This design comes from an exercise in tuning for small area, a short achievable clock period and few clock cycles on the open sky130 flow, not from production work. Function not checked in this run: the RTL went through the layout flow alone. No activity file was given, so power comes from the tool's default toggle rates.

--- flow/config.mk ---
export PLATFORM = sky130hd
export DESIGN_NAME = phase_accumulator_oscillator
export DESIGN_NICKNAME = phase_accumulator_oscillator
export VERILOG_FILES = /design/flow/design.v
export SDC_FILE = /design/flow/constraint.sdc
export NUM_CORES = 4
export LEC_CHECK = 0
export CAP_MARGIN = 20
export CORE_MARGIN = 2
export CORE_UTILIZATION = 40
export PLACE_DENSITY = 0.6
export SLEW_MARGIN = 20
--- flow/constraint.sdc ---
create_clock -name core_clock -period 13.0 [get_ports {clk}]
set_input_delay 2.6000 -clock core_clock [delete_from_list [all_inputs] [get_ports {clk}]]
set_output_delay 2.6000 -clock core_clock [all_outputs]
set_load 0.01 [all_outputs]
--- flow/design.v ---
module phase_accumulator_oscillator #(
    parameter integer MAX_GRAINS = 4,
    parameter integer G          = 2,
    parameter integer L          = 16
) (
    input  wire                clk,
    input  wire                rst,
    input  wire                cmd_valid,
    output wire                cmd_ready,
    input  wire [47:0]         cmd,
    output wire                rsp_valid,
    output reg  [2:0]          rsp_status,
    output reg  [31:0]         rsp_data,
    output wire                tick_valid,
    output reg  [15:0]         sample_out,
    output reg  [15+$clog2(MAX_GRAINS*G):0] mix_out,
    output reg  [15:0]         fold_out,
    output reg                 trigger_out,
    output reg  [$clog2(MAX_GRAINS*G+1)-1:0] active_out
);
    localparam integer CAP  = MAX_GRAINS * G;
    localparam integer SIW  = (CAP > 1) ? $clog2(CAP) : 1;    
    localparam integer CNTW = $clog2(CAP + 1);                
    localparam integer MIXW = 16 + $clog2(CAP);               
    localparam integer GW   = (G > 1) ? $clog2(G) : 1;
    localparam integer LW   = (L > 1) ? $clog2(L) : 1;
    localparam integer FW   = MIXW + 1;                       
    localparam [15:0] M = 16'd32767;
    localparam [2:0] ST_OK = 3'd0, ST_EOP = 3'd1, ST_ESTATE = 3'd2,
                     ST_EADDR = 3'd3, ST_EVALUE = 3'd4;
    localparam [7:0] OP_NOP = 8'h00, OP_TICK = 8'h01, OP_INIT = 8'h02,
                     OP_STOP = 8'h03, OP_WR = 8'h04, OP_RD = 8'h05,
                     OP_ALLOC = 8'h06;
    localparam [4:0] S_IDLE     = 5'd0,
                     S_DEC      = 5'd1,
                     S_INIT_DIV = 5'd2,
                     S_TRIG     = 5'd3,
                     S_TRIG_DIV = 5'd4,
                     S_V_MOD    = 5'd5,
                     S_V_CAR    = 5'd6,
                     S_V_ENV    = 5'd7,
                     S_V_OUT    = 5'd8,
                     S_F_LFO    = 5'd9,
                     S_F_HI     = 5'd10,
                     S_F_PREP   = 5'd11,
                     S_F_DIV    = 5'd12,
                     S_F_OUT    = 5'd13,
                     S_DELAY    = 5'd14,
                     S_RESP     = 5'd15;
    reg                 run;
    reg                 err_op, err_state, err_addr, err_value;
    reg  [31:0]         cfg_density;
    reg  [31:0]         cfg_life;
    reg  [14:0]         cfg_fb_gain;
    reg  [15:0]         cfg_mod_depth;
    reg  [31:0]         cfg_fold_rate;
    reg  [14:0]         cfg_fold_base;
    reg  [14:0]         cfg_fold_depth;
    reg  [31:0]         cfg_car_inc [0:G-1];
    reg  [31:0]         cfg_mod_inc [0:G-1];
    reg                 v_act  [0:CAP-1];
    reg  [31:0]         v_cph  [0:CAP-1];
    reg  [31:0]         v_mph  [0:CAP-1];
    reg  [31:0]         v_cinc [0:CAP-1];
    reg  [31:0]         v_minc [0:CAP-1];
    reg  [31:0]         v_rem  [0:CAP-1];
    reg  [31:0]         v_tot  [0:CAP-1];
    reg  [31:0]         lfsr;
    reg  [31:0]         dust;
    reg  [GW-1:0]       gptr;
    reg  [31:0]         lfo;
    reg  [15:0]         dbuf [0:L-1];
    reg  [LW-1:0]       cursor;
    reg  [4:0]          state;
    reg  [47:0]         cmd_r;
    reg                 rsp_is_tick;
    reg  [SIW-1:0]      vi;
    reg  [MIXW-1:0]     mix;
    reg  [CNTW-1:0]     nact;
    reg                 fired;
    reg  [15:0]         hi;           
    reg                 fneg;         
    reg  [31:0]         div_rem;
    reg  [31:0]         div_sh;
    reg  [31:0]         div_den;
    reg  [7:0]          div_q;
    reg  [5:0]          div_cnt;
    wire [32:0]         div_t    = {div_rem, div_sh[31]};
    wire                div_ge   = (div_t >= {1'b0, div_den});
    wire [32:0]         div_sub  = div_t - {1'b0, div_den};
    wire [31:0]         div_rem_n = div_ge ? div_sub[31:0] : div_t[31:0];
    wire                div_last = (div_cnt == 6'd1);
    assign cmd_ready  = (state == S_IDLE);
    assign rsp_valid  = (state == S_RESP);
    assign tick_valid = rsp_valid & rsp_is_tick;
    wire [7:0]  c_op   = cmd_r[47:40];
    wire [7:0]  c_addr = cmd_r[39:32];
    wire [31:0] c_data = cmd_r[31:0];
    reg  [7:0]  wave_addr;
    wire [15:0] wave_q;
    wire [7:0]  win_addr = div_q;
    wire [15:0] win_q;
    always @(*) begin
        case (state)
            S_V_CAR: wave_addr = v_mph[vi][31:24];
            S_V_OUT: wave_addr = v_cph[vi][31:24];
            default: wave_addr = lfo[31:24];
        endcase
    end
    wave_rom u_wave (.addr(wave_addr), .data(wave_q));
    win_rom  u_win  (.addr(win_addr),  .data(win_q));
    wire [31:0] x1 = lfsr ^ (lfsr << 13);
    wire [31:0] x2 = x1 ^ (x1 >> 17);
    wire [31:0] lfsr_n = x2 ^ (x2 << 5);
    reg             free_found;
    reg [SIW-1:0]   free_idx;
    integer         fi;
    always @(*) begin
        free_found = 1'b0;
        free_idx   = {SIW{1'b0}};
        for (fi = CAP - 1; fi >= 0; fi = fi - 1) begin
            if (!v_act[fi]) begin
                free_found = 1'b1;
                free_idx   = fi[SIW-1:0];
            end
        end
    end
    reg [CNTW-1:0] act_count;
    integer        ci;
    always @(*) begin
        act_count = {CNTW{1'b0}};
        for (ci = 0; ci < CAP; ci = ci + 1)
            act_count = act_count + {{(CNTW-1){1'b0}}, v_act[ci]};
    end
    wire        a_scalar_rw = (c_addr <= 8'h06);
    wire        a_ro        = (c_addr >= 8'h10) && (c_addr <= 8'h16);
    wire        a_car       = (c_addr[7:6] == 2'b01) && ({2'b00, c_addr[5:0]} < G);
    wire        a_mod       = (c_addr[7:6] == 2'b10) && ({2'b00, c_addr[5:0]} < G);
    wire        a_rw        = a_scalar_rw | a_car | a_mod;
    wire        a_mapped    = a_rw | a_ro;
    wire [GW-1:0] a_g       = c_addr[GW-1:0];
    reg [31:0] rd_val;
    always @(*) begin
        rd_val = 32'd0;
        if (a_car)      rd_val = cfg_car_inc[a_g];
        else if (a_mod) rd_val = cfg_mod_inc[a_g];
        else begin
            case (c_addr)
                8'h00: rd_val = cfg_density;
                8'h01: rd_val = cfg_life;
                8'h02: rd_val = {17'd0, cfg_fb_gain};
                8'h03: rd_val = {16'd0, cfg_mod_depth};
                8'h04: rd_val = cfg_fold_rate;
                8'h05: rd_val = {17'd0, cfg_fold_base};
                8'h06: rd_val = {17'd0, cfg_fold_depth};
                8'h10: rd_val = {27'd0, err_value, err_addr, err_state, err_op, run};
                8'h11: rd_val = {{(32-CNTW){1'b0}}, act_count};
                8'h12: rd_val = lfsr;
                8'h13: rd_val = dust;
                8'h14: rd_val = {{(32-LW){1'b0}}, cursor};
                8'h15: rd_val = {{(32-GW){1'b0}}, gptr};
                8'h16: rd_val = lfo;
                default: rd_val = 32'd0;
            endcase
        end
    end
    reg wr_too_wide;
    always @(*) begin
        case (c_addr)
            8'h02, 8'h05, 8'h06: wr_too_wide = |c_data[31:15];
            8'h03:               wr_too_wide = |c_data[31:16];
            default:             wr_too_wide = 1'b0;
        endcase
    end
    wire op_bad = (c_op > OP_ALLOC) ||
                  (((c_op == OP_NOP) || (c_op == OP_TICK) || (c_op == OP_STOP)) &&
                   ((c_addr != 8'd0) || (c_data != 32'd0))) ||
                  ((c_op == OP_INIT) && (c_addr != 8'd0)) ||
                  (((c_op == OP_RD) || (c_op == OP_ALLOC)) && (c_data != 32'd0));
    wire signed [15:0] wave_s   = wave_q;
    wire signed [31:0] fm_scale = wave_s * $signed({1'b0, cfg_mod_depth});
    wire signed [31:0] env_prod = wave_s * $signed(win_q);
    wire signed [31:0] env_shr  = env_prod >>> 15;
    wire [MIXW-1:0]    voice_out = env_shr[MIXW-1:0];
    wire signed [31:0] fdep_prod = wave_s * $signed({1'b0, cfg_fold_depth});
    wire signed [31:0] fdep_shr  = fdep_prod >>> 15;
    wire signed [31:0] hi_raw    = $signed({17'd0, cfg_fold_base}) + fdep_shr;
    wire [15:0]        hi_clamp  = (hi_raw < 32'sd1) ? 16'd1 :
                                   (hi_raw > 32'sd32767) ? M : hi_raw[15:0];
    wire signed [31:0] fv      = $signed({{(32-MIXW){mix[MIXW-1]}}, mix}) + $signed({16'd0, hi});
    wire [31:0]        fv_mag  = fv[31] ? ~fv : fv;                   
    wire [31:0]        fmod    = {14'd0, hi, 2'b00};
    wire [31:0]        fy      = fneg ? (fmod - 32'd1 - div_rem) : div_rem;
    wire [31:0]        fd      = {15'd0, hi, 1'b0};
    wire [31:0]        fres    = (fy <= fd) ? (fy - {16'd0, hi})
                                            : ({15'd0, hi, 1'b0} + {16'd0, hi} - fy);
    wire signed [15:0] d_out    = dbuf[cursor];
    wire signed [31:0] fb_prod  = d_out * $signed({1'b0, cfg_fb_gain});
    wire signed [31:0] fb_shr   = fb_prod >>> 15;
    wire signed [31:0] d_sum    = $signed({{16{fold_out[15]}}, fold_out}) + fb_shr;
    wire [15:0]        d_wr     = (d_sum > 32'sd32767)  ? 16'h7FFF :
                                  (d_sum < -32'sd32768) ? 16'h8000 : d_sum[15:0];
    integer i;
    task clear_datapath;
        begin
            for (i = 0; i < CAP; i = i + 1) begin
                v_act[i]  <= 1'b0;
                v_cph[i]  <= 32'd0;
                v_mph[i]  <= 32'd0;
                v_cinc[i] <= 32'd0;
                v_minc[i] <= 32'd0;
                v_rem[i]  <= 32'd0;
                v_tot[i]  <= 32'd0;
            end
            for (i = 0; i < L; i = i + 1)
                dbuf[i] <= 16'd0;
            lfsr   <= 32'd1;
            dust   <= 32'd0;
            gptr   <= {GW{1'b0}};
            lfo    <= 32'd0;
            cursor <= {LW{1'b0}};
        end
    endtask
    task reject(input [2:0] code);
        begin
            rsp_status <= code;
            rsp_data   <= 32'd0;
            case (code)
                ST_EOP:    err_op    <= 1'b1;
                ST_ESTATE: err_state <= 1'b1;
                ST_EADDR:  err_addr  <= 1'b1;
                default:   err_value <= 1'b1;
            endcase
            state <= S_RESP;
        end
    endtask
    task respond(input [31:0] d);
        begin
            rsp_status <= ST_OK;
            rsp_data   <= d;
            state      <= S_RESP;
        end
    endtask
    task div_start(input [31:0] rem0, input [31:0] sh0, input [31:0] den, input [5:0] n);
        begin
            div_rem <= rem0;
            div_sh  <= sh0;
            div_den <= den;
            div_q   <= 8'd0;
            div_cnt <= n;
        end
    endtask
    task div_step;
        begin
            div_rem <= div_rem_n;
            div_sh  <= {div_sh[30:0], 1'b0};
            div_q   <= {div_q[6:0], div_ge};
            div_cnt <= div_cnt - 6'd1;
        end
    endtask
    task next_voice;
        begin
            if (vi == CAP - 1) state <= S_F_LFO;
            else begin
                vi    <= vi + 1'b1;
                state <= S_V_MOD;
            end
        end
    endtask
    always @(posedge clk) begin
        if (rst) begin
            state          <= S_IDLE;
            run            <= 1'b0;
            err_op         <= 1'b0;
            err_state      <= 1'b0;
            err_addr       <= 1'b0;
            err_value      <= 1'b0;
            cfg_density    <= 32'd0;
            cfg_life       <= 32'd0;
            cfg_fb_gain    <= 15'd0;
            cfg_mod_depth  <= 16'd0;
            cfg_fold_rate  <= 32'd0;
            cfg_fold_base  <= 15'd0;
            cfg_fold_depth <= 15'd0;
            for (i = 0; i < G; i = i + 1) begin
                cfg_car_inc[i] <= 32'd0;
                cfg_mod_inc[i] <= 32'd0;
            end
            for (i = 0; i < CAP; i = i + 1)
                v_act[i] <= 1'b0;
            lfsr   <= 32'd1;
            dust   <= 32'd0;
            gptr   <= {GW{1'b0}};
            lfo    <= 32'd0;
            cursor <= {LW{1'b0}};
        end else begin
            case (state)
            S_IDLE: begin
                if (cmd_valid) begin
                    cmd_r       <= cmd;
                    rsp_is_tick <= 1'b0;
                    state       <= S_DEC;
                end
            end
            S_DEC: begin
                if (op_bad) begin
                    reject(ST_EOP);
                end else begin
                    case (c_op)
                    OP_NOP: respond(32'd0);
                    OP_TICK: begin
                        if (!run) reject(ST_ESTATE);
                        else begin
                            mix   <= {MIXW{1'b0}};
                            nact  <= {CNTW{1'b0}};
                            vi    <= {SIW{1'b0}};
                            state <= S_TRIG;
                        end
                    end
                    OP_INIT: begin
                        if ((c_data == 32'd0) || (cfg_density == 32'd0) || (cfg_life == 32'd0))
                            reject(ST_EVALUE);
                        else begin
                            clear_datapath;
                            lfsr <= c_data;
                            div_start(32'd0, c_data, cfg_density, 6'd32);
                            state <= S_INIT_DIV;
                        end
                    end
                    OP_STOP: begin
                        clear_datapath;
                        run <= 1'b0;
                        respond(32'd0);
                    end
                    OP_WR: begin
                        if (!a_rw) reject(ST_EADDR);
                        else if (wr_too_wide) reject(ST_EVALUE);
                        else if (run && (c_addr <= 8'h01) && (c_data == 32'd0)) reject(ST_EVALUE);
                        else begin
                            if (a_car)      cfg_car_inc[a_g] <= c_data;
                            else if (a_mod) cfg_mod_inc[a_g] <= c_data;
                            else begin
                                case (c_addr)
                                    8'h00: cfg_density    <= c_data;
                                    8'h01: cfg_life       <= c_data;
                                    8'h02: cfg_fb_gain    <= c_data[14:0];
                                    8'h03: cfg_mod_depth  <= c_data[15:0];
                                    8'h04: cfg_fold_rate  <= c_data;
                                    8'h05: cfg_fold_base  <= c_data[14:0];
                                    default: cfg_fold_depth <= c_data[14:0];
                                endcase
                            end
                            respond(32'd0);
                        end
                    end
                    OP_RD: begin
                        if (!a_mapped) reject(ST_EADDR);
                        else respond(rd_val);
                    end
                    default: begin  
                        if (!run) reject(ST_ESTATE);
                        else if ({24'd0, c_addr} >= G) reject(ST_EADDR);
                        else if (!free_found) respond(32'hFFFF_FFFF);
                        else begin
                            v_act[free_idx]  <= 1'b1;
                            v_cph[free_idx]  <= 32'd0;
                            v_mph[free_idx]  <= 32'd0;
                            v_cinc[free_idx] <= cfg_car_inc[a_g];
                            v_minc[free_idx] <= cfg_mod_inc[a_g];
                            v_rem[free_idx]  <= cfg_life;
                            v_tot[free_idx]  <= cfg_life;
                            respond({{(32-SIW){1'b0}}, free_idx});
                        end
                    end
                    endcase
                end
            end
            S_INIT_DIV: begin
                div_step;
                if (div_last) begin
                    dust <= div_rem_n;
                    run  <= 1'b1;
                    respond(32'd0);
                end
            end
            S_TRIG: begin
                lfsr <= lfsr_n;
                if (dust <= 32'd1) begin
                    fired <= 1'b1;
                    gptr  <= (gptr == G - 1) ? {GW{1'b0}} : gptr + 1'b1;
                    if (free_found) begin
                        v_act[free_idx]  <= 1'b1;
                        v_cph[free_idx]  <= 32'd0;
                        v_mph[free_idx]  <= 32'd0;
                        v_cinc[free_idx] <= cfg_car_inc[gptr];
                        v_minc[free_idx] <= cfg_mod_inc[gptr];
                        v_rem[free_idx]  <= cfg_life;
                        v_tot[free_idx]  <= cfg_life;
                    end
                    div_start(32'd0, lfsr_n, cfg_density, 6'd32);
                    state <= S_TRIG_DIV;
                end else begin
                    fired <= 1'b0;
                    dust  <= dust - 32'd1;
                    state <= S_V_MOD;
                end
            end
            S_TRIG_DIV: begin
                div_step;
                if (div_last) begin
                    dust  <= div_rem_n;
                    state <= S_V_MOD;
                end
            end
            S_V_MOD: begin
                if (v_act[vi]) begin
                    v_mph[vi] <= v_mph[vi] + v_minc[vi];
                    state     <= S_V_CAR;
                end else begin
                    next_voice;
                end
            end
            S_V_CAR: begin
                v_cph[vi] <= v_cph[vi] + v_cinc[vi] + fm_scale;
                div_start(v_tot[vi] - v_rem[vi], 32'd0, v_tot[vi], 6'd8);
                state <= S_V_ENV;
            end
            S_V_ENV: begin
                div_step;
                if (div_last) state <= S_V_OUT;
            end
            S_V_OUT: begin
                mix       <= mix + voice_out;
                nact      <= nact + 1'b1;
                v_rem[vi] <= v_rem[vi] - 32'd1;
                next_voice;
            end
            S_F_LFO: begin
                lfo   <= lfo + cfg_fold_rate;
                state <= S_F_HI;
            end
            S_F_HI: begin
                hi    <= hi_clamp;
                state <= S_F_PREP;
            end
            S_F_PREP: begin
                fneg <= fv[31];
                div_start(32'd0, {fv_mag[FW-1:0], {(32-FW){1'b0}}}, fmod, FW[5:0]);
                state <= S_F_DIV;
            end
            S_F_DIV: begin
                div_step;
                if (div_last) state <= S_F_OUT;
            end
            S_F_OUT: begin
                fold_out <= fres[15:0];
                state    <= S_DELAY;
            end
            S_DELAY: begin
                dbuf[cursor] <= d_wr;
                cursor       <= (cursor == L - 1) ? {LW{1'b0}} : cursor + 1'b1;
                sample_out   <= d_out;
                mix_out      <= mix;
                trigger_out  <= fired;
                active_out   <= nact;
                rsp_is_tick  <= 1'b1;
                for (i = 0; i < CAP; i = i + 1) begin
                    if (v_act[i] && (v_rem[i] == 32'd0)) begin
                        v_act[i]  <= 1'b0;
                        v_cph[i]  <= 32'd0;
                        v_mph[i]  <= 32'd0;
                        v_cinc[i] <= 32'd0;
                        v_minc[i] <= 32'd0;
                        v_tot[i]  <= 32'd0;
                    end
                end
                respond({{16{d_out[15]}}, d_out});
            end
            S_RESP: begin
                state <= S_IDLE;
            end
            default: state <= S_IDLE;
            endcase
        end
    end
endmodule
module wave_rom (
    input  wire [7:0]  addr,
    output reg  [15:0] data
);
    always @(*) begin
        case (addr)
            8'd0: data = 16'h0000;
            8'd1: data = 16'h0324;
            8'd2: data = 16'h0648;
            8'd3: data = 16'h096a;
            8'd4: data = 16'h0c8c;
            8'd5: data = 16'h0fab;
            8'd6: data = 16'h12c8;
            8'd7: data = 16'h15e2;
            8'd8: data = 16'h18f9;
            8'd9: data = 16'h1c0b;
            8'd10: data = 16'h1f1a;
            8'd11: data = 16'h2223;
            8'd12: data = 16'h2528;
            8'd13: data = 16'h2826;
            8'd14: data = 16'h2b1f;
            8'd15: data = 16'h2e11;
            8'd16: data = 16'h30fb;
            8'd17: data = 16'h33df;
            8'd18: data = 16'h36ba;
            8'd19: data = 16'h398c;
            8'd20: data = 16'h3c56;
            8'd21: data = 16'h3f17;
            8'd22: data = 16'h41ce;
            8'd23: data = 16'h447a;
            8'd24: data = 16'h471c;
            8'd25: data = 16'h49b4;
            8'd26: data = 16'h4c3f;
            8'd27: data = 16'h4ebf;
            8'd28: data = 16'h5133;
            8'd29: data = 16'h539b;
            8'd30: data = 16'h55f5;
            8'd31: data = 16'h5842;
            8'd32: data = 16'h5a82;
            8'd33: data = 16'h5cb3;
            8'd34: data = 16'h5ed7;
            8'd35: data = 16'h60eb;
            8'd36: data = 16'h62f1;
            8'd37: data = 16'h64e8;
            8'd38: data = 16'h66cf;
            8'd39: data = 16'h68a6;
            8'd40: data = 16'h6a6d;
            8'd41: data = 16'h6c23;
            8'd42: data = 16'h6dc9;
            8'd43: data = 16'h6f5e;
            8'd44: data = 16'h70e2;
            8'd45: data = 16'h7254;
            8'd46: data = 16'h73b5;
            8'd47: data = 16'h7504;
            8'd48: data = 16'h7641;
            8'd49: data = 16'h776b;
            8'd50: data = 16'h7884;
            8'd51: data = 16'h7989;
            8'd52: data = 16'h7a7c;
            8'd53: data = 16'h7b5c;
            8'd54: data = 16'h7c29;
            8'd55: data = 16'h7ce3;
            8'd56: data = 16'h7d89;
            8'd57: data = 16'h7e1d;
            8'd58: data = 16'h7e9c;
            8'd59: data = 16'h7f09;
            8'd60: data = 16'h7f61;
            8'd61: data = 16'h7fa6;
            8'd62: data = 16'h7fd8;
            8'd63: data = 16'h7ff5;
            8'd64: data = 16'h7fff;
            8'd65: data = 16'h7ff5;
            8'd66: data = 16'h7fd8;
            8'd67: data = 16'h7fa6;
            8'd68: data = 16'h7f61;
            8'd69: data = 16'h7f09;
            8'd70: data = 16'h7e9c;
            8'd71: data = 16'h7e1d;
            8'd72: data = 16'h7d89;
            8'd73: data = 16'h7ce3;
            8'd74: data = 16'h7c29;
            8'd75: data = 16'h7b5c;
            8'd76: data = 16'h7a7c;
            8'd77: data = 16'h7989;
            8'd78: data = 16'h7884;
            8'd79: data = 16'h776b;
            8'd80: data = 16'h7641;
            8'd81: data = 16'h7504;
            8'd82: data = 16'h73b5;
            8'd83: data = 16'h7254;
            8'd84: data = 16'h70e2;
            8'd85: data = 16'h6f5e;
            8'd86: data = 16'h6dc9;
            8'd87: data = 16'h6c23;
            8'd88: data = 16'h6a6d;
            8'd89: data = 16'h68a6;
            8'd90: data = 16'h66cf;
            8'd91: data = 16'h64e8;
            8'd92: data = 16'h62f1;
            8'd93: data = 16'h60eb;
            8'd94: data = 16'h5ed7;
            8'd95: data = 16'h5cb3;
            8'd96: data = 16'h5a82;
            8'd97: data = 16'h5842;
            8'd98: data = 16'h55f5;
            8'd99: data = 16'h539b;
            8'd100: data = 16'h5133;
            8'd101: data = 16'h4ebf;
            8'd102: data = 16'h4c3f;
            8'd103: data = 16'h49b4;
            8'd104: data = 16'h471c;
            8'd105: data = 16'h447a;
            8'd106: data = 16'h41ce;
            8'd107: data = 16'h3f17;
            8'd108: data = 16'h3c56;
            8'd109: data = 16'h398c;
            8'd110: data = 16'h36ba;
            8'd111: data = 16'h33df;
            8'd112: data = 16'h30fb;
            8'd113: data = 16'h2e11;
            8'd114: data = 16'h2b1f;
            8'd115: data = 16'h2826;
            8'd116: data = 16'h2528;
            8'd117: data = 16'h2223;
            8'd118: data = 16'h1f1a;
            8'd119: data = 16'h1c0b;
            8'd120: data = 16'h18f9;
            8'd121: data = 16'h15e2;
            8'd122: data = 16'h12c8;
            8'd123: data = 16'h0fab;
            8'd124: data = 16'h0c8c;
            8'd125: data = 16'h096a;
            8'd126: data = 16'h0648;
            8'd127: data = 16'h0324;
            8'd128: data = 16'h0000;
            8'd129: data = 16'hfcdc;
            8'd130: data = 16'hf9b8;
            8'd131: data = 16'hf696;
            8'd132: data = 16'hf374;
            8'd133: data = 16'hf055;
            8'd134: data = 16'hed38;
            8'd135: data = 16'hea1e;
            8'd136: data = 16'he707;
            8'd137: data = 16'he3f5;
            8'd138: data = 16'he0e6;
            8'd139: data = 16'hdddd;
            8'd140: data = 16'hdad8;
            8'd141: data = 16'hd7da;
            8'd142: data = 16'hd4e1;
            8'd143: data = 16'hd1ef;
            8'd144: data = 16'hcf05;
            8'd145: data = 16'hcc21;
            8'd146: data = 16'hc946;
            8'd147: data = 16'hc674;
            8'd148: data = 16'hc3aa;
            8'd149: data = 16'hc0e9;
            8'd150: data = 16'hbe32;
            8'd151: data = 16'hbb86;
            8'd152: data = 16'hb8e4;
            8'd153: data = 16'hb64c;
            8'd154: data = 16'hb3c1;
            8'd155: data = 16'hb141;
            8'd156: data = 16'haecd;
            8'd157: data = 16'hac65;
            8'd158: data = 16'haa0b;
            8'd159: data = 16'ha7be;
            8'd160: data = 16'ha57e;
            8'd161: data = 16'ha34d;
            8'd162: data = 16'ha129;
            8'd163: data = 16'h9f15;
            8'd164: data = 16'h9d0f;
            8'd165: data = 16'h9b18;
            8'd166: data = 16'h9931;
            8'd167: data = 16'h975a;
            8'd168: data = 16'h9593;
            8'd169: data = 16'h93dd;
            8'd170: data = 16'h9237;
            8'd171: data = 16'h90a2;
            8'd172: data = 16'h8f1e;
            8'd173: data = 16'h8dac;
            8'd174: data = 16'h8c4b;
            8'd175: data = 16'h8afc;
            8'd176: data = 16'h89bf;
            8'd177: data = 16'h8895;
            8'd178: data = 16'h877c;
            8'd179: data = 16'h8677;
            8'd180: data = 16'h8584;
            8'd181: data = 16'h84a4;
            8'd182: data = 16'h83d7;
            8'd183: data = 16'h831d;
            8'd184: data = 16'h8277;
            8'd185: data = 16'h81e3;
            8'd186: data = 16'h8164;
            8'd187: data = 16'h80f7;
            8'd188: data = 16'h809f;
            8'd189: data = 16'h805a;
            8'd190: data = 16'h8028;
            8'd191: data = 16'h800b;
            8'd192: data = 16'h8001;
            8'd193: data = 16'h800b;
            8'd194: data = 16'h8028;
            8'd195: data = 16'h805a;
            8'd196: data = 16'h809f;
            8'd197: data = 16'h80f7;
            8'd198: data = 16'h8164;
            8'd199: data = 16'h81e3;
            8'd200: data = 16'h8277;
            8'd201: data = 16'h831d;
            8'd202: data = 16'h83d7;
            8'd203: data = 16'h84a4;
            8'd204: data = 16'h8584;
            8'd205: data = 16'h8677;
            8'd206: data = 16'h877c;
            8'd207: data = 16'h8895;
            8'd208: data = 16'h89bf;
            8'd209: data = 16'h8afc;
            8'd210: data = 16'h8c4b;
            8'd211: data = 16'h8dac;
            8'd212: data = 16'h8f1e;
            8'd213: data = 16'h90a2;
            8'd214: data = 16'h9237;
            8'd215: data = 16'h93dd;
            8'd216: data = 16'h9593;
            8'd217: data = 16'h975a;
            8'd218: data = 16'h9931;
            8'd219: data = 16'h9b18;
            8'd220: data = 16'h9d0f;
            8'd221: data = 16'h9f15;
            8'd222: data = 16'ha129;
            8'd223: data = 16'ha34d;
            8'd224: data = 16'ha57e;
            8'd225: data = 16'ha7be;
            8'd226: data = 16'haa0b;
            8'd227: data = 16'hac65;
            8'd228: data = 16'haecd;
            8'd229: data = 16'hb141;
            8'd230: data = 16'hb3c1;
            8'd231: data = 16'hb64c;
            8'd232: data = 16'hb8e4;
            8'd233: data = 16'hbb86;
            8'd234: data = 16'hbe32;
            8'd235: data = 16'hc0e9;
            8'd236: data = 16'hc3aa;
            8'd237: data = 16'hc674;
            8'd238: data = 16'hc946;
            8'd239: data = 16'hcc21;
            8'd240: data = 16'hcf05;
            8'd241: data = 16'hd1ef;
            8'd242: data = 16'hd4e1;
            8'd243: data = 16'hd7da;
            8'd244: data = 16'hdad8;
            8'd245: data = 16'hdddd;
            8'd246: data = 16'he0e6;
            8'd247: data = 16'he3f5;
            8'd248: data = 16'he707;
            8'd249: data = 16'hea1e;
            8'd250: data = 16'hed38;
            8'd251: data = 16'hf055;
            8'd252: data = 16'hf374;
            8'd253: data = 16'hf696;
            8'd254: data = 16'hf9b8;
            8'd255: data = 16'hfcdc;
            default: data = 16'h0000;
        endcase
    end
endmodule
module win_rom (
    input  wire [7:0]  addr,
    output reg  [15:0] data
);
    always @(*) begin
        case (addr)
            8'd0: data = 16'h0000;
            8'd1: data = 16'h0005;
            8'd2: data = 16'h0014;
            8'd3: data = 16'h002c;
            8'd4: data = 16'h004f;
            8'd5: data = 16'h007b;
            8'd6: data = 16'h00b1;
            8'd7: data = 16'h00f1;
            8'd8: data = 16'h013b;
            8'd9: data = 16'h018e;
            8'd10: data = 16'h01eb;
            8'd11: data = 16'h0251;
            8'd12: data = 16'h02c1;
            8'd13: data = 16'h033b;
            8'd14: data = 16'h03be;
            8'd15: data = 16'h044a;
            8'd16: data = 16'h04df;
            8'd17: data = 16'h057e;
            8'd18: data = 16'h0625;
            8'd19: data = 16'h06d5;
            8'd20: data = 16'h078f;
            8'd21: data = 16'h0850;
            8'd22: data = 16'h091b;
            8'd23: data = 16'h09ee;
            8'd24: data = 16'h0ac9;
            8'd25: data = 16'h0bad;
            8'd26: data = 16'h0c98;
            8'd27: data = 16'h0d8c;
            8'd28: data = 16'h0e87;
            8'd29: data = 16'h0f8a;
            8'd30: data = 16'h1094;
            8'd31: data = 16'h11a6;
            8'd32: data = 16'h12bf;
            8'd33: data = 16'h13de;
            8'd34: data = 16'h1505;
            8'd35: data = 16'h1632;
            8'd36: data = 16'h1766;
            8'd37: data = 16'h18a0;
            8'd38: data = 16'h19e0;
            8'd39: data = 16'h1b26;
            8'd40: data = 16'h1c71;
            8'd41: data = 16'h1dc2;
            8'd42: data = 16'h1f19;
            8'd43: data = 16'h2074;
            8'd44: data = 16'h21d4;
            8'd45: data = 16'h2339;
            8'd46: data = 16'h24a3;
            8'd47: data = 16'h2610;
            8'd48: data = 16'h2782;
            8'd49: data = 16'h28f7;
            8'd50: data = 16'h2a70;
            8'd51: data = 16'h2bec;
            8'd52: data = 16'h2d6c;
            8'd53: data = 16'h2eee;
            8'd54: data = 16'h3073;
            8'd55: data = 16'h31fa;
            8'd56: data = 16'h3383;
            8'd57: data = 16'h350f;
            8'd58: data = 16'h369c;
            8'd59: data = 16'h382a;
            8'd60: data = 16'h39ba;
            8'd61: data = 16'h3b4a;
            8'd62: data = 16'h3cdc;
            8'd63: data = 16'h3e6d;
            8'd64: data = 16'h4000;
            8'd65: data = 16'h4192;
            8'd66: data = 16'h4323;
            8'd67: data = 16'h44b5;
            8'd68: data = 16'h4645;
            8'd69: data = 16'h47d5;
            8'd70: data = 16'h4963;
            8'd71: data = 16'h4af0;
            8'd72: data = 16'h4c7c;
            8'd73: data = 16'h4e05;
            8'd74: data = 16'h4f8c;
            8'd75: data = 16'h5111;
            8'd76: data = 16'h5293;
            8'd77: data = 16'h5413;
            8'd78: data = 16'h558f;
            8'd79: data = 16'h5708;
            8'd80: data = 16'h587d;
            8'd81: data = 16'h59ef;
            8'd82: data = 16'h5b5c;
            8'd83: data = 16'h5cc6;
            8'd84: data = 16'h5e2b;
            8'd85: data = 16'h5f8b;
            8'd86: data = 16'h60e6;
            8'd87: data = 16'h623d;
            8'd88: data = 16'h638e;
            8'd89: data = 16'h64d9;
            8'd90: data = 16'h661f;
            8'd91: data = 16'h675f;
            8'd92: data = 16'h6899;
            8'd93: data = 16'h69cd;
            8'd94: data = 16'h6afa;
            8'd95: data = 16'h6c21;
            8'd96: data = 16'h6d40;
            8'd97: data = 16'h6e59;
            8'd98: data = 16'h6f6b;
            8'd99: data = 16'h7075;
            8'd100: data = 16'h7178;
            8'd101: data = 16'h7273;
            8'd102: data = 16'h7367;
            8'd103: data = 16'h7452;
            8'd104: data = 16'h7536;
            8'd105: data = 16'h7611;
            8'd106: data = 16'h76e4;
            8'd107: data = 16'h77af;
            8'd108: data = 16'h7870;
            8'd109: data = 16'h792a;
            8'd110: data = 16'h79da;
            8'd111: data = 16'h7a81;
            8'd112: data = 16'h7b20;
            8'd113: data = 16'h7bb5;
            8'd114: data = 16'h7c41;
            8'd115: data = 16'h7cc4;
            8'd116: data = 16'h7d3e;
            8'd117: data = 16'h7dae;
            8'd118: data = 16'h7e14;
            8'd119: data = 16'h7e71;
            8'd120: data = 16'h7ec4;
            8'd121: data = 16'h7f0e;
            8'd122: data = 16'h7f4e;
            8'd123: data = 16'h7f84;
            8'd124: data = 16'h7fb0;
            8'd125: data = 16'h7fd3;
            8'd126: data = 16'h7feb;
            8'd127: data = 16'h7ffa;
            8'd128: data = 16'h7fff;
            8'd129: data = 16'h7ffa;
            8'd130: data = 16'h7feb;
            8'd131: data = 16'h7fd3;
            8'd132: data = 16'h7fb0;
            8'd133: data = 16'h7f84;
            8'd134: data = 16'h7f4e;
            8'd135: data = 16'h7f0e;
            8'd136: data = 16'h7ec4;
            8'd137: data = 16'h7e71;
            8'd138: data = 16'h7e14;
            8'd139: data = 16'h7dae;
            8'd140: data = 16'h7d3e;
            8'd141: data = 16'h7cc4;
            8'd142: data = 16'h7c41;
            8'd143: data = 16'h7bb5;
            8'd144: data = 16'h7b20;
            8'd145: data = 16'h7a81;
            8'd146: data = 16'h79da;
            8'd147: data = 16'h792a;
            8'd148: data = 16'h7870;
            8'd149: data = 16'h77af;
            8'd150: data = 16'h76e4;
            8'd151: data = 16'h7611;
            8'd152: data = 16'h7536;
            8'd153: data = 16'h7452;
            8'd154: data = 16'h7367;
            8'd155: data = 16'h7273;
            8'd156: data = 16'h7178;
            8'd157: data = 16'h7075;
            8'd158: data = 16'h6f6b;
            8'd159: data = 16'h6e59;
            8'd160: data = 16'h6d40;
            8'd161: data = 16'h6c21;
            8'd162: data = 16'h6afa;
            8'd163: data = 16'h69cd;
            8'd164: data = 16'h6899;
            8'd165: data = 16'h675f;
            8'd166: data = 16'h661f;
            8'd167: data = 16'h64d9;
            8'd168: data = 16'h638e;
            8'd169: data = 16'h623d;
            8'd170: data = 16'h60e6;
            8'd171: data = 16'h5f8b;
            8'd172: data = 16'h5e2b;
            8'd173: data = 16'h5cc6;
            8'd174: data = 16'h5b5c;
            8'd175: data = 16'h59ef;
            8'd176: data = 16'h587d;
            8'd177: data = 16'h5708;
            8'd178: data = 16'h558f;
            8'd179: data = 16'h5413;
            8'd180: data = 16'h5293;
            8'd181: data = 16'h5111;
            8'd182: data = 16'h4f8c;
            8'd183: data = 16'h4e05;
            8'd184: data = 16'h4c7c;
            8'd185: data = 16'h4af0;
            8'd186: data = 16'h4963;
            8'd187: data = 16'h47d5;
            8'd188: data = 16'h4645;
            8'd189: data = 16'h44b5;
            8'd190: data = 16'h4323;
            8'd191: data = 16'h4192;
            8'd192: data = 16'h4000;
            8'd193: data = 16'h3e6d;
            8'd194: data = 16'h3cdc;
            8'd195: data = 16'h3b4a;
            8'd196: data = 16'h39ba;
            8'd197: data = 16'h382a;
            8'd198: data = 16'h369c;
            8'd199: data = 16'h350f;
            8'd200: data = 16'h3383;
            8'd201: data = 16'h31fa;
            8'd202: data = 16'h3073;
            8'd203: data = 16'h2eee;
            8'd204: data = 16'h2d6c;
            8'd205: data = 16'h2bec;
            8'd206: data = 16'h2a70;
            8'd207: data = 16'h28f7;
            8'd208: data = 16'h2782;
            8'd209: data = 16'h2610;
            8'd210: data = 16'h24a3;
            8'd211: data = 16'h2339;
            8'd212: data = 16'h21d4;
            8'd213: data = 16'h2074;
            8'd214: data = 16'h1f19;
            8'd215: data = 16'h1dc2;
            8'd216: data = 16'h1c71;
            8'd217: data = 16'h1b26;
            8'd218: data = 16'h19e0;
            8'd219: data = 16'h18a0;
            8'd220: data = 16'h1766;
            8'd221: data = 16'h1632;
            8'd222: data = 16'h1505;
            8'd223: data = 16'h13de;
            8'd224: data = 16'h12bf;
            8'd225: data = 16'h11a6;
            8'd226: data = 16'h1094;
            8'd227: data = 16'h0f8a;
            8'd228: data = 16'h0e87;
            8'd229: data = 16'h0d8c;
            8'd230: data = 16'h0c98;
            8'd231: data = 16'h0bad;
            8'd232: data = 16'h0ac9;
            8'd233: data = 16'h09ee;
            8'd234: data = 16'h091b;
            8'd235: data = 16'h0850;
            8'd236: data = 16'h078f;
            8'd237: data = 16'h06d5;
            8'd238: data = 16'h0625;
            8'd239: data = 16'h057e;
            8'd240: data = 16'h04df;
            8'd241: data = 16'h044a;
            8'd242: data = 16'h03be;
            8'd243: data = 16'h033b;
            8'd244: data = 16'h02c1;
            8'd245: data = 16'h0251;
            8'd246: data = 16'h01eb;
            8'd247: data = 16'h018e;
            8'd248: data = 16'h013b;
            8'd249: data = 16'h00f1;
            8'd250: data = 16'h00b1;
            8'd251: data = 16'h007b;
            8'd252: data = 16'h004f;
            8'd253: data = 16'h002c;
            8'd254: data = 16'h0014;
            8'd255: data = 16'h0005;
            default: data = 16'h0000;
        endcase
    end
endmodule
--- flow/run.sh ---
#!/bin/bash
# synth_recipe.tcl (not shown) runs the flow's synth.tcl, then flattens the netlist and writes it again
# the make line also repeats each setting of config.mk as NAME=value (left out here)
make -C /OpenROAD-flow-scripts/flow DESIGN_CONFIG=/design/flow/config.mk WORK_HOME=/design/flow/orfs CLKGATE_MAP_FILE= SYNTH_SCRIPT=/design/flow/synth_recipe.tcl finish
==> run summary <==
## flip-flops by register name (all words and copies together) (netlist names), 48 cells and up, named ones only
signal and count:
v_rem 256, v_cinc 256, cmd_r 48, cfg_car_inc 64
v_tot 256, cfg_mod_inc 64, dbuf 256, v_cph 256
v_mph 256, v_minc 256
## area by class of cell
class | count | area share
sequential | 2513 | 0.388
clock inverter | 137 | 0.00724
antenna | 16 | 0.000214
tap | 5497 | 0.0368
inverter | 1451 | 0.0292
timing repair buffer | 766 | 0.0347
clock buffer | 367 | 0.0409
multi-input combinational | 10600 | 0.463
## worst max-delay path: cells and delay by family, from the launching register on
| kind | cells | cell delay (ps) |
|---|---|---|
| AO/OA/AOI/OAI | 21 | 3140 |
| flip-flops | 1 | 380 |
| AND/OR/NAND/NOR | 10 | 2720 |
| multiplexers | 1 | 220 |
| adder cells (fa/ha/maj) | 9 | 3680 |
| buffers and inverters | 14 | 1990 |
## kinds of logic after synthesis
kind of cell,count (synthesis)
compound gates,2329
xor+xnor,432
fa+ha+maj,1714
buf+inv,2458
flops,2513
mux,827
other cells,1
simple gates,5270
## worst max path at each step
stage,from,endpoint,depth (start not counted)
after floorplan,state[0],hi[10],59
after global placement,flip-flop,hi[0],62
after detailed placement,flip-flop,hi[0],62
after CTS,flip-flop,hi[5],57
after global routing,flip-flop,hi[0],59
final,flip-flop,hi[0],55
## cell usage after synthesis, types with 181 or more instances
cell type,number,area [um2]
edfxtp_1,2214,66500
inv_1,1445,5420
ha_1,699,8750
mux2i_1,230,2300
and2_1,560,3500
o21ai_0,481,2410
nor2_1,2162,8120
and3_1,296,1850
fa_1,1015,20300
a21oi_1,805,4030
nand3_1,181,906
clkbuf_1,851,3190
nand2_1,1486,5580
xnor2_1,316,2770
mux4_2,442,9950
dfxtp_1,299,5990
## metrics by stage
stage	power [mW]	hold WS (ps)	TNS [ps]
finish	35.1	454	0
global route	37.1	488	-20.5
CTS	34.8	454	0
detailed placement	26.7	446	-1920
global placement	26.8	439	-1770
floorplan	21.0	400	0
## routing by layer
layer / part of all wire / routed length, um / track usage / vias to the layer above
met5: 0.00011 / 64 / 0 / -
met4: 0.060 / 34800 / 0.135 / 10
met3: 0.092 / 53200 / 0.0462 / 1321
met2: 0.45 / 260000 / 0.418 / 6530
met1: 0.40 / 227000 / 0.355 / 62900
li1: - / - / - / 54200
## power groups by stage
stage / logic, mW / clock network, mW / registers (mW)
finish: 17.6 / 7.97 / 9.61
CTS: 17.1 / 8.04 / 9.60
detailed placement: 16.9 / 0 / 9.77
global route: 19.2 / 8.32 / 9.63
floorplan: 11.5 / 0 / 9.49
global placement: 17.0 / 0 / 9.76
## repair_timing
| action | 4_1_cts | 5_1_grt |
|---|---|---|
| setup buffers | 0 | 28 |
| pin swaps | 0 | 19 |
| gates cloned | 0 | 4 |
| setup endpoints to repair | 17 | 43 |
| gates resized for setup | 2 | 110 |
==> results.sh <==
export IMPL_numCtsBuffers=282
export IMPL_antenna_found_initial=29
export IMPL_p_sw_mw=14.8
export IMPL_core_um2=416000
export IMPL_worstPathMaxFanout=46
export IMPL_drt_total_wl_um=575000
export IMPL_crit_required_ps=13640
export IMPL_cts_tree="yes"
export IMPL_status="no timing/DRC/antenna violations"
export IMPL_cts_max_level=5
export IMPL_dp_slack_ps=-187
export IMPL_path_class="reg -> reg"
export IMPL_clkPwrFrac=0.227
export IMPL_maxSlewHeadroom=0.163
export IMPL_min_path_cells=2
export IMPL_reg2reg_depth=55
export IMPL_p_leak_nw=72.0
export IMPL_final_cell_mix="edfxtp_1, nor2_1, nand2_1"
export IMPL_holdCritPathClass="reg -> reg"
export IMPL_yosys_area_share_simple=0.141
export IMPL_layout_drive_gt1_share=0.118
export IMPL_die_h_um=650
export IMPL_fin_cells=21300
export IMPL_grt_pass1_vias=124000
export IMPL_timing_final_crit_share=0.956
export IMPL_detailed_place_area_um2=177000
export IMPL_holdCritStartpoint="cfg_fb_gain[1]"
export IMPL_hpwl_um=403000
export IMPL_register_area_um2=72500
export IMPL_synthArstFlopShare=0
export IMPL_fmax_mhz=80.5
export IMPL_startpoint_type="flip-flop"
export IMPL_maxCapViolCount=0
export IMPL_first_pass_iters=8
export IMPL_viasPerCell=5.86
export IMPL_wl_per_cell_um=27.0
export IMPL_die_w_um=650
export IMPL_ys_ff_latch=2513
export IMPL_yosysWarnings=3
export IMPL_drc=0
export IMPL_syn_cell_area_um2=167000
export IMPL_die_area_um2=423000
export IMPL_synth_xor_area_frac=0.0228
export IMPL_start_util=0.401
export IMPL_synth_compound_area_share=0.0887
export IMPL_syn_mean_instance_area_um2=10.7
export IMPL_fillCellCount=38900
export IMPL_hold_viol=0
export IMPL_multiInputGateArea_um2=86400
export IMPL_gr_total_overflow=0
export IMPL_timing_final_ws_setup_ps=577
export IMPL_synthAdderAreaFrac=0.174
export IMPL_fin_area_um2=187000
export IMPL_grt_max_degree=102
export IMPL_setup_violations=0
export IMPL_synth_top_family_by_area="adder cells"
export IMPL_synth_flop_cell="edfxtp_1"
export IMPL_gp_congestion=1.00
export IMPL_rows=237
export IMPL_peakVddDrop_mv=0.485
export IMPL_final_common_cell="edfxtp_1"
export IMPL_drtAntennaViolNets=0
export IMPL_clock_latency_ps=960
export IMPL_fin_nets=17400
export IMPL_synth_edf_count=2214
export IMPL_power_share_combinational=0.500
export IMPL_tightest_slew_ps=1220
export IMPL_fin_util=0.448
export IMPL_min_to="cfg_fb_gain[1]"
export IMPL_path_clk_slew_ps=70
export IMPL_cts_root_buf="clkbuf_16"
export IMPL_finClkSkew_ps=83.2
export IMPL_clock_sinks=2513
export IMPL_cellPowerDensity_nw_per_um2=188
export IMPL_yosysSeqAreaShare=0.434
export IMPL_endpoint_kind="flip-flop"
export IMPL_muxShareOfSynthArea=0.0838
export IMPL_p_int_mw=20.3
export IMPL_io_pins=145
export IMPL_holdBufCountCts=0
export IMPL_io_buffers=144
export IMPL_critPathMostFrequentCell="fa_1"
export IMPL_track_usage=0.266
export IMPL_dr_first_iter_drc_count=15000
export IMPL_grt_pass1_wl_um=843000
export IMPL_rr_endpoint="hi[0]"
export IMPL_cp_slowest_cell="or4b_1"
export IMPL_area_delta_synth_final_pct=11.8
export IMPL_cts_path_max_buffers=4
export IMPL_vias=125000
export IMPL_seqPwrFrac=0.274
export IMPL_synth_cell_types=110
export IMPL_timing_critical_path_slowest_cell_delay_ps=630
export IMPL_dpl_cell_count=20800
export IMPL_r2r_setup_slack_ps=580
export IMPL_fin_crit_ps=12420
export IMPL_finalMaxSlewViolations=0
export IMPL_syn_num_nets=17300
export IMPL_crit_arrival_ps=13070
export IMPL_synthCells=15500
export IMPL_power_share_switching=0.421

[what the ideal ports hide]
The flow's constraints put no driver on any port. The routed layout listed below was extracted and timed again, unchanged, in two steps.
Step 1 sets driving cells, clkbuf_16 on the clock port and buf_2 on the other inputs (assumed; they add their load-dependent delay and slew).
Step 2, shift: input delay + t, output delay - t, t = (earliest + latest rising clock arrival at the registers) / 2. This alone moves slack from input paths to output paths.
a / b / c = no drivers / after step 1 / after step 2; a / b = the first two.
shift t [ns]: 1.032
slack for setup (ns): 0.577 / 0.577 / 0.577
worst register clock-pin slew, ns: 0.07 / 0.07
worst slew at a driven data input, ns: 0.16
After both steps this run still meets setup and hold. The setup slack of this run moves by 0.000 ns with the drivers and by 0.000 ns with both steps.
